What follows belongs to an exercise in optimizing a design on an open flow for small area, a short achievable clock period and few clock cycles per item; a production flow would make more cautious choices.
Only simulation tests tie the RTL to the original design; equivalence was not proved.
No activity file was given, so power comes from the tool's default toggle rates.

==> inputs of v35 <==
Design mae_bq, start of the top module:
module mae_bq #(
    parameter N_CH = 8
) (
    input  wire        clk,
    input  wire        rst,
    input  wire        cmd_valid,
    output wire        cmd_ready,
    input  wire [31:0] cmd_data,
    output wire        rsp_valid,
    input  wire        rsp_ready,
    output wire [31:0] rsp_data
);
    localparam [2:0] ST_OK      = 3'd0;
    localparam [2:0] ST_ILLEGAL = 3'd1;
    localparam [2:0] ST_BADOP   = 3'd2;
    localparam [2:0] ST_NOTCFG  = 3'd3;
    localparam [2:0] ST_INDEX   = 3'd4;
    localparam [2:0] ST_NUMERIC = 3'd7;
    localparam NK = 13;      
    localparam NR = 5;       
    localparam IW = 3;       
    reg        rdy;           
    reg        in_args;       
    reg  [2:0] argc;          
    reg  [2:0] nargs;
    reg        f_proc, f_setc, f_keep, f_chok;
    reg  [2:0] f_ch;
    reg        bad;
    reg [31:0] opw [0:4];     
    reg        pk_v;
    reg  [2:0] pk_ch;
    reg  [IW-1:0] pk_idx;
    reg [31:0] pk_x;
    reg        iss, iss_s, iss_pk, iss_a, iss_fire, iss_setc, iss_zero;
    reg  [2:0] iss_st, iss_ch;
    reg        rdy_dir;       
    reg        cfg;
    reg [31:0] a0, a1, a2, b1, b2;
    reg [31:0] z1 [0:N_CH-1];
    reg [31:0] z2 [0:N_CH-1];
    reg [N_CH-1:0] zv;        
    reg  [NK-1:1]   act_r;
    reg  [3*NK-1:3] ach_r;
    reg  [IW*NK-1:IW] aidx_r;
    reg  [NK-1:1]   aflt_r;
    wire [NK-1:0]   act  = {act_r, iss_a};
    wire [3*NK-1:0] ach  = {ach_r, iss_ch};
    wire [IW*NK-1:0] aidx = {aidx_r, iss_fire ? pk_idx : tail};
    wire [NK-1:0]   aflt = {aflt_r, 1'b0};
    reg  [2:0]    rob_st  [0:NR-1];
    reg  [31:0]   rob_dat [0:NR-1];
    reg  [NR-1:0] rob_done, rob_hd;
    reg  [IW-1:0] head, tail;
    reg  [3:0]    cnt;
    reg         ov, oph;
    reg  [31:0] odat;
    reg  [31:0] mr, ar, yreg, p2reg, zreg;
    reg         mr_ovf, ar_ovf;
    wire [31:0] x = opw[0];
  ...
Settings: LEC_CHECK=0, ABC_CLOCK_PERIOD_IN_PS=5000, CAP_MARGIN=20, CORE_MARGIN=2, CORE_UTILIZATION=40, PLACE_DENSITY=0.6, SLEW_MARGIN=20; clock period 22.0 ns.
standard.sh (not shown) runs the stock make flow with config.mk's settings and CLKGATE_MAP_FILE= SYNTH_SCRIPT=/design/flow/synth_recipe.tcl, a recipe that flattens the netlist after the stock synthesis.
==> flow/flow/run.sh <==
#!/bin/bash
# The standard flow, with synthesis unchanged, but with timing repair after
# floorplan, clock tree and global routing aiming for a setup slack of
# MARGIN ns (a clock period of about 22 - MARGIN ns) instead of 0, and the
# port buffers made plain buffers (buf_4) instead of the default choice.
set -euo pipefail
MARGIN=15.8
bash standard.sh synth > synth.log 2>&1
bash standard.sh SETUP_SLACK_MARGIN=$MARGIN TNS_END_PERCENT=100 \
    "BUFFER_PORTS_ARGS=-buffer_cell sky130_fd_sc_hd__buf_4" finish > layout.log 2>&1
==> v11 (differences from v35) <==
--- a/flow/design.v
+++ b/flow/design.v
@@ -1574,23 +1574,17 @@
         aidx_r <= aidx[IW*NK-IW-1:0];
         aflt_r <= flt_in[NK-1:1];
     end
     wire        take_dat = ov & oph & rsp_ready;
     wire        free     = take_dat;
     wire [IW-1:0] head1  = (head == NR - 1) ? {IW{1'b0}} : head + 1'b1;
     wire [31:0] dat_h    = (rob_st[head] == ST_OK && rob_hd[head]) ? rob_dat[head] : 32'd0;
-    wire [IW-1:0] fin_i  = aidx[12*IW +: IW];
-    wire [2:0]  st_fin   = fault12 ? ST_NUMERIC : ST_OK;
-    wire        fin_h    = act[12] && fin_i == head;
-    wire        fin_h1   = act[12] && fin_i == head1;
-    wire [2:0]  st_h     = fin_h  ? st_fin : rob_st[head];
-    wire [2:0]  st_h1    = fin_h1 ? st_fin : rob_st[head1];
-    wire [31:0] w_rdy    = !ov  ? {29'd0, st_h} :
-                           !oph ? dat_h : {29'd0, st_h1};
-    wire [31:0] w_idle   = (ov & oph) ? dat_h : {29'd0, st_h};
+    wire [31:0] w_rdy    = !ov  ? {29'd0, rob_st[head]} :
+                           !oph ? dat_h : {29'd0, rob_st[head1]};
+    wire [31:0] w_idle   = (ov & oph) ? dat_h : {29'd0, rob_st[head]};
     always @(posedge clk) begin
         if (rst) begin
             head <= {IW{1'b0}};
             tail <= {IW{1'b0}};
             cnt  <= 4'd0;
             ov   <= 1'b0;
             oph  <= 1'b0;
@@ -1604,22 +1598,22 @@
             end
             if (act[12]) begin
                 rob_done[aidx[12*IW +: IW]] <= 1'b1;
                 rob_st[aidx[12*IW +: IW]]   <= fault12 ? ST_NUMERIC : ST_OK;
             end
             cnt <= cnt + {3'd0, iss} - {3'd0, free};
             if (!ov) begin
-                ov  <= rob_done[head] | fin_h;
+                ov  <= rob_done[head];
                 oph <= 1'b0;
             end else if (!oph) begin
                 if (rsp_ready) oph <= 1'b1;
             end else if (rsp_ready) begin
                 rob_done[head] <= 1'b0;
                 head <= head1;
-                ov   <= rob_done[head1] | fin_h1;
+                ov   <= rob_done[head1];
                 oph  <= 1'b0;
             end
         end
         odat <= rsp_ready ? w_rdy : w_idle;
         if (act[6]) rob_dat[aidx[6*IW +: IW]] <= yreg;
     end
     assign rsp_valid = ov;
==> flow/flow/run.sh (replaced) <==
#!/bin/bash
# The standard flow, with synthesis unchanged, but with timing repair after
# floorplan, clock tree and global routing aiming for a setup slack of
# MARGIN ns (a clock period of about 22 - MARGIN ns) instead of 0, and the
# port buffers made plain buffers (buf_4) instead of the default choice.
set -euo pipefail
MARGIN=16.3
bash standard.sh synth > synth.log 2>&1
bash standard.sh SETUP_SLACK_MARGIN=$MARGIN TNS_END_PERCENT=100 \
    "BUFFER_PORTS_ARGS=-buffer_cell sky130_fd_sc_hd__buf_4" finish > layout.log 2>&1
==> flow/config.mk (replaced) <==
export PLATFORM = sky130hd
export DESIGN_NAME = mae_bq
export DESIGN_NICKNAME = mae_bq
export VERILOG_FILES = /design/flow/design.v
export SDC_FILE = /design/flow/constraint.sdc
export NUM_CORES = 4
export LEC_CHECK = 0
export ABC_CLOCK_PERIOD_IN_PS = 5000
export CAP_MARGIN = 20
export CORE_MARGIN = 2
export CORE_UTILIZATION = 55
export PLACE_DENSITY = 0.7
export SLEW_MARGIN = 20
==> results.txt <==
|  | v11 | v35 |
|---|---|---|
| Startpoint of the tightest hold check path | aflt_r[8]$_DFF_P_ | aidx_r[15]$_DFF_P_ |
| Fraction of standard cell area in multi-input logic | 0.432 | 0.432 |
| Share of synthesized cell area in and, or, nand and nor gates | 0.121 | 0.120 |
| Reg power frac | 0.364 | 0.367 |
| Total instance count after detailed placement | 10200 | 11400 |
| Clock power share | 0.283 | 0.282 |
| Die height | 414 um | 488 um |
| Total half-perimeter wirelength after legalization and detailed placement | 185000 um | 202000 um |
| Internal Dissipation | 6.68 mW | 6.57 mW |
| GRT met3 Usage | 0.0592 | 0.0392 |
| Total length of routed met2 wires | 136000 um | 143000 um |
| Met1 WL | 111000 um | 126000 um |
| Standard-cell rows | 150 | 177 |
| Ratio of final minimum period to clock period | 0.273 | 0.278 |
| Gr usage total | 0.329 | 0.251 |
| Placement-stage worst setup slack | 14.44 ns | 13.82 ns |
| Clock Skews | 0.105 ns | 0.0782 ns |
| Number of instances in the synthesized netlist | 8272 | 8484 |
| Number of fill cells in the layout | 12400 | 21200 |
| Run status | timing/DRC/antenna clean | timing/DRC/antenna clean |
| Area occupied by multi-input gates | 0.0471 mm^2 | 0.0464 mm^2 |
| Number of non-clock buffers | 562 | 406 |
| Final Routed Wirelength | 293000 um | 304000 um |
| Share of Yosys cell area claimed by the top area cell type | 0.389 | 0.385 |
| Ratio of cells with drive above 1 in the final layout | 0.205 | 0.158 |
| Post CTS Setup Buffer Count | 143 | 46 |
| Slew HR | 0.273 | 0.246 |
Testbench counts of v35, summed over its fixed seeds: cycles 16,745, items 3,200.
Testbench counts of v11, summed over its fixed seeds: cycles 16,867, items 3,200.

[what the ideal ports hide]
How much do the figures lean on ideal ports? The routed layouts below were timed once more, with nothing changed but the port constraints.
Step 1 assumes that a clkbuf_16 drives the clock port and a buf_2 every other input.
Step 2 also shifts input and output timing later by t, the mid clock arrival at the registers, as if the neighbouring blocks saw the same clock.
a / b / c = ideal ports / drivers / drivers and shift; a / b = the first two.
run | t (ns) | setup WS [ns] | clock arrival spread, ns | slew at the worst register clock pin (ns) | worst slew at a driven data input, ns
v35 | 0.918 | 15.883 / 15.889 / 15.011 | 0.087 / 0.087 | 0.07 / 0.07 | 0.10
v11 | 0.882 | 16.005 / 16.034 / 15.152 | 0.106 / 0.106 | 0.08 / 0.08 | 0.07
After both steps every run listed still meets setup and hold. The setup slack of v35, which loses most, moves by +0.006 ns with the drivers and by -0.872 ns with both steps.
